This is an optimization exercise on Yosys and OpenROAD, whose aim is small area, not a production implementation. Function was checked by simulation only, so behaviour that the tests miss may differ from the original. Power and IR drop assume default switching activity.

[run.sh]
#!/bin/bash
# synth_recipe.tcl (not shown) runs the flow's synth.tcl, then flattens the netlist and writes it again
# the make line also repeats each setting of config.mk as NAME=value (left out here)
make -C /OpenROAD-flow-scripts/flow DESIGN_CONFIG=/design/flow/config.mk WORK_HOME=/design/flow/orfs CLKGATE_MAP_FILE= SYNTH_SCRIPT=/design/flow/synth_recipe.tcl finish
[config.mk]
export PLATFORM = sky130hd
export DESIGN_NAME = vdl2_frame_stage
export DESIGN_NICKNAME = vdl2_frame_stage
export VERILOG_FILES = /design/flow/design.v
export SDC_FILE = /design/flow/constraint.sdc
export NUM_CORES = 4
export LEC_CHECK = 0
export CAP_MARGIN = 20
export CORE_MARGIN = 2
export CORE_UTILIZATION = 40
export SLEW_MARGIN = 20
[constraint.sdc]
create_clock -name core_clock -period 8.0 [get_ports {clk}]
set_input_delay 1.6000 -clock core_clock [delete_from_list [all_inputs] [get_ports {clk}]]
set_output_delay 1.6000 -clock core_clock [all_outputs]
set_load 0.01 [all_outputs]
[design.v]
module vdl2_destuff (
    input  wire        clk,
    input  wire        rst,
    input  wire        bit_valid,
    input  wire        bit_in,
    input  wire        bit_first,
    input  wire        bit_last,
    output reg         oct_valid,    
    output reg  [7:0]  oct_data,
    output reg         emit_valid,   
    output reg  [13:0] emit_idx,     
    output reg         abort_valid,  
    output reg         abort_code    
);
    reg        active;      
    reg  [2:0] ones;        
    reg        pz;          
    reg  [6:0] part;        
    reg  [2:0] cnt;         
    reg        seg_oct;     
    reg [13:0] idx;         
    wire        s_act   = bit_first | active;
    wire [2:0]  s_ones  = bit_first ? 3'd0 : ones;
    wire        s_pz    = bit_first ? 1'b0 : pz;
    wire [6:0]  s_part  = bit_first ? 7'd0 : part;
    wire [2:0]  s_cnt   = bit_first ? 3'd0 : cnt;
    wire        s_seg   = bit_first ? 1'b0 : seg_oct;
    wire [13:0] s_idx   = bit_first ? 14'd0 : idx;
    function [7:0] pend_bits;
        input       p;
        input [2:0] n;
        reg   [6:0] run;
        begin
            run = (7'd1 << n) - 7'd1;
            pend_bits = p ? {run, 1'b0} : {1'b0, run};
        end
    endfunction
    reg        stuff_err;   
    reg        flag_end;    
    reg  [2:0] n_ones;
    reg        n_pz;
    reg  [7:0] com_bits;    
    reg  [3:0] com_len;
    reg [14:0] acc;
    reg  [4:0] acc_len;
    reg        octet_done;
    reg        seg_end;     
    reg        n_seg;
    always @* begin
        stuff_err = 1'b0;
        flag_end  = 1'b0;
        n_ones    = s_ones;
        n_pz      = s_pz;
        com_bits  = 8'd0;
        com_len   = 4'd0;
        if (bit_in) begin
            if (s_ones == 3'd6)
                stuff_err = 1'b1;
            else
                n_ones = s_ones + 3'd1;
        end else begin
            if (s_ones == 3'd5) begin
                com_bits = pend_bits(s_pz, s_ones);
                com_len  = {1'b0, s_ones} + {3'd0, s_pz};
                n_pz     = 1'b0;
                n_ones   = 3'd0;
            end else if (s_ones == 3'd6) begin
                flag_end = 1'b1;
                n_pz     = 1'b0;
                n_ones   = 3'd0;
            end else begin
                com_bits = pend_bits(s_pz, s_ones);
                com_len  = {1'b0, s_ones} + {3'd0, s_pz};
                n_pz     = 1'b1;
                n_ones   = 3'd0;
            end
        end
        if (bit_last && !stuff_err && !flag_end) begin
            com_bits = com_bits | (pend_bits(n_pz, n_ones) << com_len);
            com_len  = com_len + {1'b0, n_ones} + {3'd0, n_pz};
        end
        acc        = {8'd0, s_part} | ({7'd0, com_bits} << s_cnt);
        acc_len    = {2'd0, s_cnt} + {1'b0, com_len};
        octet_done = acc_len >= 5'd8;
        n_seg      = s_seg | octet_done;
        seg_end    = !stuff_err && (flag_end || bit_last);
    end
    always @(posedge clk) begin
        if (rst) begin
            active      <= 1'b0;
            ones        <= 3'd0;
            pz          <= 1'b0;
            part        <= 7'd0;
            cnt         <= 3'd0;
            seg_oct     <= 1'b0;
            idx         <= 14'd0;
            oct_valid   <= 1'b0;
            oct_data    <= 8'd0;
            emit_valid  <= 1'b0;
            emit_idx    <= 14'd0;
            abort_valid <= 1'b0;
            abort_code  <= 1'b0;
        end else begin
            oct_valid   <= 1'b0;
            emit_valid  <= 1'b0;
            abort_valid <= 1'b0;
            if (bit_valid && s_act) begin
                ones <= n_ones;
                pz   <= n_pz;
                idx  <= s_idx;
                if (octet_done) begin
                    oct_valid <= 1'b1;
                    oct_data  <= acc[7:0];
                    part      <= acc[14:8];
                    cnt       <= acc_len[2:0];
                end else begin
                    part      <= acc[6:0];
                    cnt       <= acc_len[2:0];
                end
                seg_oct <= n_seg;
                active  <= !bit_last;
                if (stuff_err) begin
                    abort_valid <= 1'b1;
                    abort_code  <= 1'b0;
                    active      <= 1'b0;
                end else if (seg_end) begin
                    seg_oct <= 1'b0;
                    part    <= 7'd0;
                    cnt     <= 3'd0;
                    if (acc_len[2:0] != 3'd0) begin
                        abort_valid <= 1'b1;
                        abort_code  <= 1'b1;
                        active      <= 1'b0;
                    end else if (n_seg) begin
                        emit_valid <= 1'b1;
                        emit_idx   <= s_idx;
                        idx        <= s_idx + 14'd1;
                    end
                end
            end
        end
    end
endmodule
module vdl2_avlc (
    input  wire        clk,
    input  wire        rst,
    input  wire        oct_valid,
    input  wire [7:0]  oct_data,
    input  wire        end_valid,    
    input  wire        clear,        
    output wire [1:0]  status,       
    output wire [13:0] len,
    output wire [23:0] dst_id,
    output wire [2:0]  dst_type,
    output wire        dst_status,
    output wire [23:0] src_id,
    output wire [2:0]  src_type,
    output wire        src_status,
    output wire [1:0]  ctl_kind,     
    output wire [2:0]  ctl_ns,
    output wire [2:0]  ctl_nr,
    output wire        ctl_pf,
    output wire [1:0]  ctl_sfunc,
    output wire [7:0]  ctl_ufunc,
    output wire [1:0]  route,        
    output wire [1:0]  proto         
);
    localparam [15:0] CRC_INIT = 16'hFFFF;
    localparam [15:0] CRC_GOOD = 16'hF0B8;
    reg [15:0] crc;
    reg [13:0] cnt;
    reg [7:0]  hdr [0:11];
    integer    i;
    function [15:0] crc16_octet;
        input [15:0] c;
        input [7:0]  b;
        integer      k;
        reg   [15:0] x;
        begin
            x = c ^ {8'd0, b};
            for (k = 0; k < 8; k = k + 1)
                x = x[0] ? ((x >> 1) ^ 16'h8408) : (x >> 1);
            crc16_octet = x;
        end
    endfunction
    always @(posedge clk) begin
        if (rst || end_valid || clear) begin
            crc <= CRC_INIT;
            cnt <= 14'd0;
            for (i = 0; i < 12; i = i + 1)
                hdr[i] <= 8'd0;
        end else if (oct_valid) begin
            crc <= crc16_octet(crc, oct_data);
            cnt <= cnt + 14'd1;
            for (i = 0; i < 12; i = i + 1)
                if (cnt == i)
                    hdr[i] <= oct_data;
        end
    end
    function [27:0] addr_decode;
        input [7:0] a0, a1, a2, a3;
        reg   [27:0] v;
        integer      k;
        begin
            v = {a3[7:1], a2[7:1], a1[7:1], a0[7:1]};
            for (k = 0; k < 28; k = k + 1)
                addr_decode[k] = v[27 - k];
        end
    endfunction
    wire [27:0] dst = addr_decode(hdr[0], hdr[1], hdr[2], hdr[3]);
    wire [27:0] src = addr_decode(hdr[4], hdr[5], hdr[6], hdr[7]);
    wire [7:0]  ctl = hdr[8];
    assign status     = (cnt < 14'd11)   ? 2'd1 :
                        (crc != CRC_GOOD) ? 2'd2 : 2'd0;
    assign len        = cnt;
    assign dst_id     = dst[23:0];
    assign dst_type   = dst[26:24];
    assign dst_status = dst[27];
    assign src_id     = src[23:0];
    assign src_type   = src[26:24];
    assign src_status = src[27];
    assign ctl_kind  = !ctl[0] ? 2'd0 : !ctl[1] ? 2'd1 : 2'd2;
    assign ctl_ns    = ctl[3:1];
    assign ctl_nr    = ctl[7:5];
    assign ctl_pf    = ctl[4];
    assign ctl_sfunc = ctl[3:2];
    assign ctl_ufunc = ctl & 8'hEC;
    wire acars_sig = (cnt >= 14'd14) && hdr[9] == 8'hFF && hdr[10] == 8'hFF &&
                     hdr[11] == 8'h01;
    assign route = (ctl_kind == 2'd0) ? (acars_sig ? 2'd0 : 2'd1) :
                   (ctl_kind == 2'd2 && ctl_ufunc == 8'hAC) ? 2'd2 : 2'd3;
    assign proto = (route == 2'd0) ? 2'd0 : (route == 2'd1) ? 2'd1 : 2'd2;
endmodule
module vdl2_frame_stage (
    input  wire        clk,
    input  wire        rst,
    input  wire        bit_valid,
    input  wire        bit_in,
    input  wire        bit_first,
    input  wire        bit_last,
    output wire        oct_valid,
    output wire [7:0]  oct_data,
    output reg         frm_valid,
    output reg  [1:0]  frm_status,
    output reg  [13:0] frm_len,
    output reg  [13:0] frm_idx,
    output reg  [23:0] dst_id,
    output reg  [2:0]  dst_type,
    output reg         dst_status,
    output reg  [23:0] src_id,
    output reg  [2:0]  src_type,
    output reg         src_status,
    output reg  [1:0]  ctl_kind,
    output reg  [2:0]  ctl_ns,
    output reg  [2:0]  ctl_nr,
    output reg         ctl_pf,
    output reg  [1:0]  ctl_sfunc,
    output reg  [7:0]  ctl_ufunc,
    output reg  [1:0]  route,
    output reg  [1:0]  proto,
    output reg         abort_valid,
    output reg         abort_code
);
    wire        ds_emit, ds_abort, ds_abort_code;
    wire [13:0] ds_idx;
    vdl2_destuff u_destuff (
        .clk(clk), .rst(rst),
        .bit_valid(bit_valid), .bit_in(bit_in),
        .bit_first(bit_first), .bit_last(bit_last),
        .oct_valid(oct_valid), .oct_data(oct_data),
        .emit_valid(ds_emit), .emit_idx(ds_idx),
        .abort_valid(ds_abort), .abort_code(ds_abort_code)
    );
    reg        end_d, abort_d, abort_code_d;
    reg [13:0] idx_d;
    always @(posedge clk) begin
        if (rst) begin
            end_d        <= 1'b0;
            abort_d      <= 1'b0;
            abort_code_d <= 1'b0;
            idx_d        <= 14'd0;
        end else begin
            end_d        <= ds_emit;
            abort_d      <= ds_abort;
            abort_code_d <= ds_abort_code;
            idx_d        <= ds_idx;
        end
    end
    wire [1:0]  p_status, p_kind, p_sfunc, p_route, p_proto;
    wire [13:0] p_len;
    wire [23:0] p_dst_id, p_src_id;
    wire [2:0]  p_dst_type, p_src_type, p_ns, p_nr;
    wire        p_dst_status, p_src_status, p_pf;
    wire [7:0]  p_ufunc;
    vdl2_avlc u_avlc (
        .clk(clk), .rst(rst),
        .oct_valid(oct_valid), .oct_data(oct_data),
        .end_valid(end_d), .clear(abort_d),
        .status(p_status), .len(p_len),
        .dst_id(p_dst_id), .dst_type(p_dst_type), .dst_status(p_dst_status),
        .src_id(p_src_id), .src_type(p_src_type), .src_status(p_src_status),
        .ctl_kind(p_kind), .ctl_ns(p_ns), .ctl_nr(p_nr), .ctl_pf(p_pf),
        .ctl_sfunc(p_sfunc), .ctl_ufunc(p_ufunc),
        .route(p_route), .proto(p_proto)
    );
    always @(posedge clk) begin
        if (rst) begin
            frm_valid   <= 1'b0;
            frm_status  <= 2'd0;
            frm_len     <= 14'd0;
            frm_idx     <= 14'd0;
            dst_id      <= 24'd0;
            dst_type    <= 3'd0;
            dst_status  <= 1'b0;
            src_id      <= 24'd0;
            src_type    <= 3'd0;
            src_status  <= 1'b0;
            ctl_kind    <= 2'd0;
            ctl_ns      <= 3'd0;
            ctl_nr      <= 3'd0;
            ctl_pf      <= 1'b0;
            ctl_sfunc   <= 2'd0;
            ctl_ufunc   <= 8'd0;
            route       <= 2'd0;
            proto       <= 2'd0;
            abort_valid <= 1'b0;
            abort_code  <= 1'b0;
        end else begin
            frm_valid   <= end_d;
            abort_valid <= abort_d;
            if (abort_d)
                abort_code <= abort_code_d;
            if (end_d) begin
                frm_status <= p_status;
                frm_len    <= p_len;
                frm_idx    <= idx_d;
                dst_id     <= p_dst_id;
                dst_type   <= p_dst_type;
                dst_status <= p_dst_status;
                src_id     <= p_src_id;
                src_type   <= p_src_type;
                src_status <= p_src_status;
                ctl_kind   <= p_kind;
                ctl_ns     <= p_ns;
                ctl_nr     <= p_nr;
                ctl_pf     <= p_pf;
                ctl_sfunc  <= p_sfunc;
                ctl_ufunc  <= p_ufunc;
                route      <= p_route;
                proto      <= p_proto;
            end
        end
    end
endmodule
==> metrics.md <==
| Metric | Value |
|---|---|
| Status | timing/DRC/antenna clean |
| Crit path largest cell delay | 0.59 ns |
| DRT iter0 DRCs | 831 |
| Fraction of synthesized area in multiplexers | 10.17% |
| Hold Path Cell Cnt | 1 |
| Post-Place Cells | 1,980 |
| Clk Latency, worst-skew pair | 0.56 ns |
| Filler instances | 3,106 |
| Slew HR | 34.04% |
| Initial antenna violation count | 0 |
| Initial Util | 40.27% |
| Yosys top cell by area | dfxtp_1 |
| Synth Area in XOR/XNOR | 3.637% |
| Largest family of logic cells by synthesized area | simple AND/OR/NAND/NOR gates |
| Adder-Cell Fraction of Synth Area | a little over 2% |
| Max Cap Violations | 0 |
| Worst Skew | 0.02449 ns |
| Mapped Area | 0.01300 mm² |
| Synth Register Bits | 293 |
| Sequential cell area | 0.005869 mm² |
| Main area contributors after synthesis | dfxtp_1, mux2i_1, nor2_1 |
| Share of layout cells above drive strength 1 | 6.466% |
| Arrival @ worst endpoint | 7.02 ns |
| First-pass GRT wire length | 53,790 µm |
| Compound-Gate Fraction of Synth Area | 12.65% |
| WL/cell | 16.44 µm |
| Static Leakage | 5.491 nW |
| Io pins | 127 |
| Via count | 10.58k |
| DRC viols | 0 |
| Clock Pin Slew Worst Setup and Hold Paths | 0.06 ns |
| Die W | 184.3 µm |
| Area delta synth->final | 19.39% |
| CP Data Required Time | 8.43 ns |
| Pins over their slew limit | 0 |
| F_max | 151.8 MHz |
| Final worst path period need | around 6.6 ns |
| Post-synth top flop | dfxtp_1 |
| Detail Route Antenna Nets | 0 |
| Grt ovf | 0 |
| Yosys cell types | 90 |
| Post-synthesis sequential area ratio | 45.11% |
| CP most frequent cell | nand2_1 |
| RSZ-0062 raised after global routing | no |
| Warning count from the yosys run | 4 |
| Finished Cell Area | 0.01552 mm² |
| Mapped Cells | 1,504 |
| CP startpoint | bit_first |
| Finished Layout Cells | just over 2k |
| Hold-fix buffers at CTS | 0 |
| Period Utilization, post-route | 82.36% |
| Fin Setup TNS | 0 ns |
| VDD IR-drop max | 0.2003 mV |
| CTS Buf Count | 30 |
| CP endpoint kind | register |
| Worst reg2reg startpoint | u_destuff.ones[1]$_SDFFE_PP0P_ |
| Power density cells | 191.5 mW/mm² |
| Syn avg cell area | 8.645 µm² |
| DP Area | ~0.014 mm² |
| Clock sink total | slightly below 300 |
| Postcts setup bufs | 0 |
| Vias in the first global route | 9,979 |
| Final WL | 33,460 µm |
| Max FO, Critical Path | 17 |
| CTS tree | built |
| Pre-antenna DRT Iters | 5 |
| Final core occ | 48.08% |
| Ys async rst share | 0% |
| # rows | 66 |
| Post-Synth Simple-Gate Area | between 20% and 30% |
| Worst setup SP type | primary input |
| CP Capture Point | u_destuff.idx[8]$_SDFFE_PP0P_ |
| CP cell instances | clkdlybuf4s50_1, nand2b_1, inv_1, ha_1, and4bb_2, nor2_1, nand2_1, nand2_1, ha_1, fa_1, nand2_1, o21ai_0, inv_1, fa_1, xnor2_1, nor3b_1, nand2_1, a211oi_4, nand4_1, xnor2_1, nor2_1 |
| Reg2Reg Setup Slack | 2.35 ns |
| Worst r2r dst | u_destuff.idx[8]$_SDFFE_PP0P_ |
| Core Region | approximately 0.032 mm² |
| CTS max path bufs | 3 |
| Crit path max-delay cell type | a211oi_4 |
| # setup viols final | 0 |
| Kind of critical path | in2reg |
| Placer Congestion | 0.8816 |
| Register-to-Register Path Depth | 20 |
| Post-synth EDFFs | 0 |
| Hold Violations, Final | 0 |
| Post-DP HPWL | around 22,000 µm |
| Post-synth top area share | 45.11% |
| Root Buffer | clkbuf_16 |
| HP Class | reg2reg |
| Ant diodes | 0 |
| Worst slew pin tran | 0.9894 ns |
| Die height | between 150 and 200 µm |
| Multi-input gate area | 0.006576 mm² |
| Post-DR vias/cell | 5.198 |
| H-Tree Depth | 1 |
| Largest net degree at the start of global routing | 107 |
| Post-cts resize count | 0 |
| GRT Total Usage | between 15 and 20% |
| Final net count | 1,598 |
| Die area | 0.03396 mm² |
| PortBufs | 123 |
## area by class of cell
type | instances | share of cell area (%)
Inverter | 22 | 0.5320
Multi-Input combinational cell | 1077 | 42.36
Sequential cell | 293 | 37.81
Tap cell | 442 | 3.563
Clock inverter | 7 | 0.6367
Timing Repair Buffer | 148 | 9.358
Clock buffer | 46 | 5.739
## how the worst min path moves through the flow
stage,startpoint,end
2_1_floorplan,u_destuff.abort_valid$_SDFF_PP0_,abort_d$_SDFF_PP0_
3_3_place_gp,u_destuff.emit_valid$_SDFF_PP0_,end_d$_SDFF_PP0_
3_5_place_dp,u_destuff.emit_valid$_SDFF_PP0_,end_d$_SDFF_PP0_
4_1_cts,u_destuff.emit_valid$_SDFF_PP0_,end_d$_SDFF_PP0_
5_1_grt,u_destuff.emit_valid$_SDFF_PP0_,end_d$_SDFF_PP0_
6_report,u_destuff.emit_valid$_SDFF_PP0_,end_d$_SDFF_PP0_
## Yosys cell counts (all sizes together) (6+ instances only)
cell      n
dfxtp   293
nor2    213
nand2   175
mux2i   128
a21oi   113
nand3    90
clkbuf   81
o21ai    42
xnor2    40
buf      33
nor2b    31
nor3     25
inv      21
ha       18
nand4    18
xor2     14
a211oi   12
nand2b   11
o211ai   10
a22oi     8
nand3b    6
o21a      6
## cell usage in the layout, fill, tap and decap left out, drive strengths merged, types with 4 or more instances in the layout
cell	n
a31oi	4
o2111ai	5
nand3b	6
and2	4
nor4	5
and3b	4
and3	4
a32oi	4
clkdlybuf4s50	122
nor2b	31
buf	26
o21ai	42
nor3b	4
or3	5
inv	21
a311oi	4
nor3	25
nor2	213
ha	18
a21oi	113
a22oi	8
xnor2	40
o21a	6
mux2i	128
o22ai	5
nand4	18
nand2	175
a21o	5
nand3	90
o211ai	10
nand2b	11
dfxtp	293
a211oi	12
clkbuf	46
clkinv	5
xor2	14
## cell families after synthesis
kind of cell	count (synthesis)
AO/OA/AOI/OAI	253
multiplexers	131
XOR/XNOR	54
AND/OR/NAND/NOR	616
flip-flops	293
buffers and inverters	136
other	1
adder cells (fa/ha/maj)	20
## routing by layer
metal	global-route usage (%)	vias to the layer above	wire, µm
li1	-	5318	-
met4	4.576	0	708
met3	3.102	57	1593
met5	0	-	0
met1	28.23	4943	16740
met2	30.07	260	14410
## worst max-delay path, delay by kind of cell
family / cells / cell delay (ns)
AOI/OAI and AO/OA: 2 / 0.72
xor gates and xnor gates: 2 / 0.38
adders and majority gates: 4 / 1.63
buffers and inverters: 3 / 0.74
and+or+nand+nor: 10 / 1.93
## stage by stage
| step | hold WS (ns) | total power (W) | worst slack (ns) |
|---|---|---|---|
| 6_report | 0.4327 | 0.002973 | 1.411 |
| 5_1_grt | 0.4641 | 0.003077 | 0.9660 |
| 4_1_cts | 0.4372 | 0.003001 | 1.409 |
| 3_5_place_dp | 0.4271 | 0.001605 | 0.8388 |
| 3_3_place_gp | 0.4182 | 0.001606 | 0.9367 |
| 2_1_floorplan | 0.4138 | 0.001576 | 1.822 |
## registers in the layout (all words and copies together) (netlist names), 8 cells and up
register	cells
dst_id	24
u_destuff.oct_data	8
idx_d	14
frm_idx	14
u_avlc.cnt	14
src_id	24
u_avlc.hdr	88
u_avlc.crc	16
u_destuff.emit_idx	14
u_destuff.idx	14
frm_len	14
## power breakdown
| group | total, W | leakage [nW] | internal [W] | switching (W) |
|---|---|---|---|---|
| clock network | 0.00140 | 0.484 | 0.000826 | 0.000570 |
| registers | 0.00146 | 2.36 | 0.00146 | 0.00000358 |
| logic | 0.000112 | 2.65 | 0.0000330 | 0.0000794 |
| total | 0.00297 | 5.49 | 0.00232 | 0.000653 |

-- what the ideal ports hide --
The flow's constraints put no driver on any port. The routed layout listed below was extracted and timed again, unchanged, in two steps.
Step 1, drivers: a clkbuf_16 drives clk and a buf_2 each remaining input, both assumed.
Step 2 also shifts input and output timing later by t, the mid clock arrival at the registers, as if the neighbouring blocks saw the same clock.
Slacks: no drivers / after step 1 / after step 2; pairs: no drivers / after step 1.
t (ns): 0.595
slack for setup (ns): 1.411 / 1.431 / 0.835
worst hold slack (ns): 0.433 / 0.433 / 0.433
worst setup path after step 2: input to register
latest minus earliest clock arrival (ns): 0.025 / 0.025
After both steps this run still meets setup and hold. The setup slack of this run moves by +0.020 ns with the drivers and by -0.576 ns with both steps.
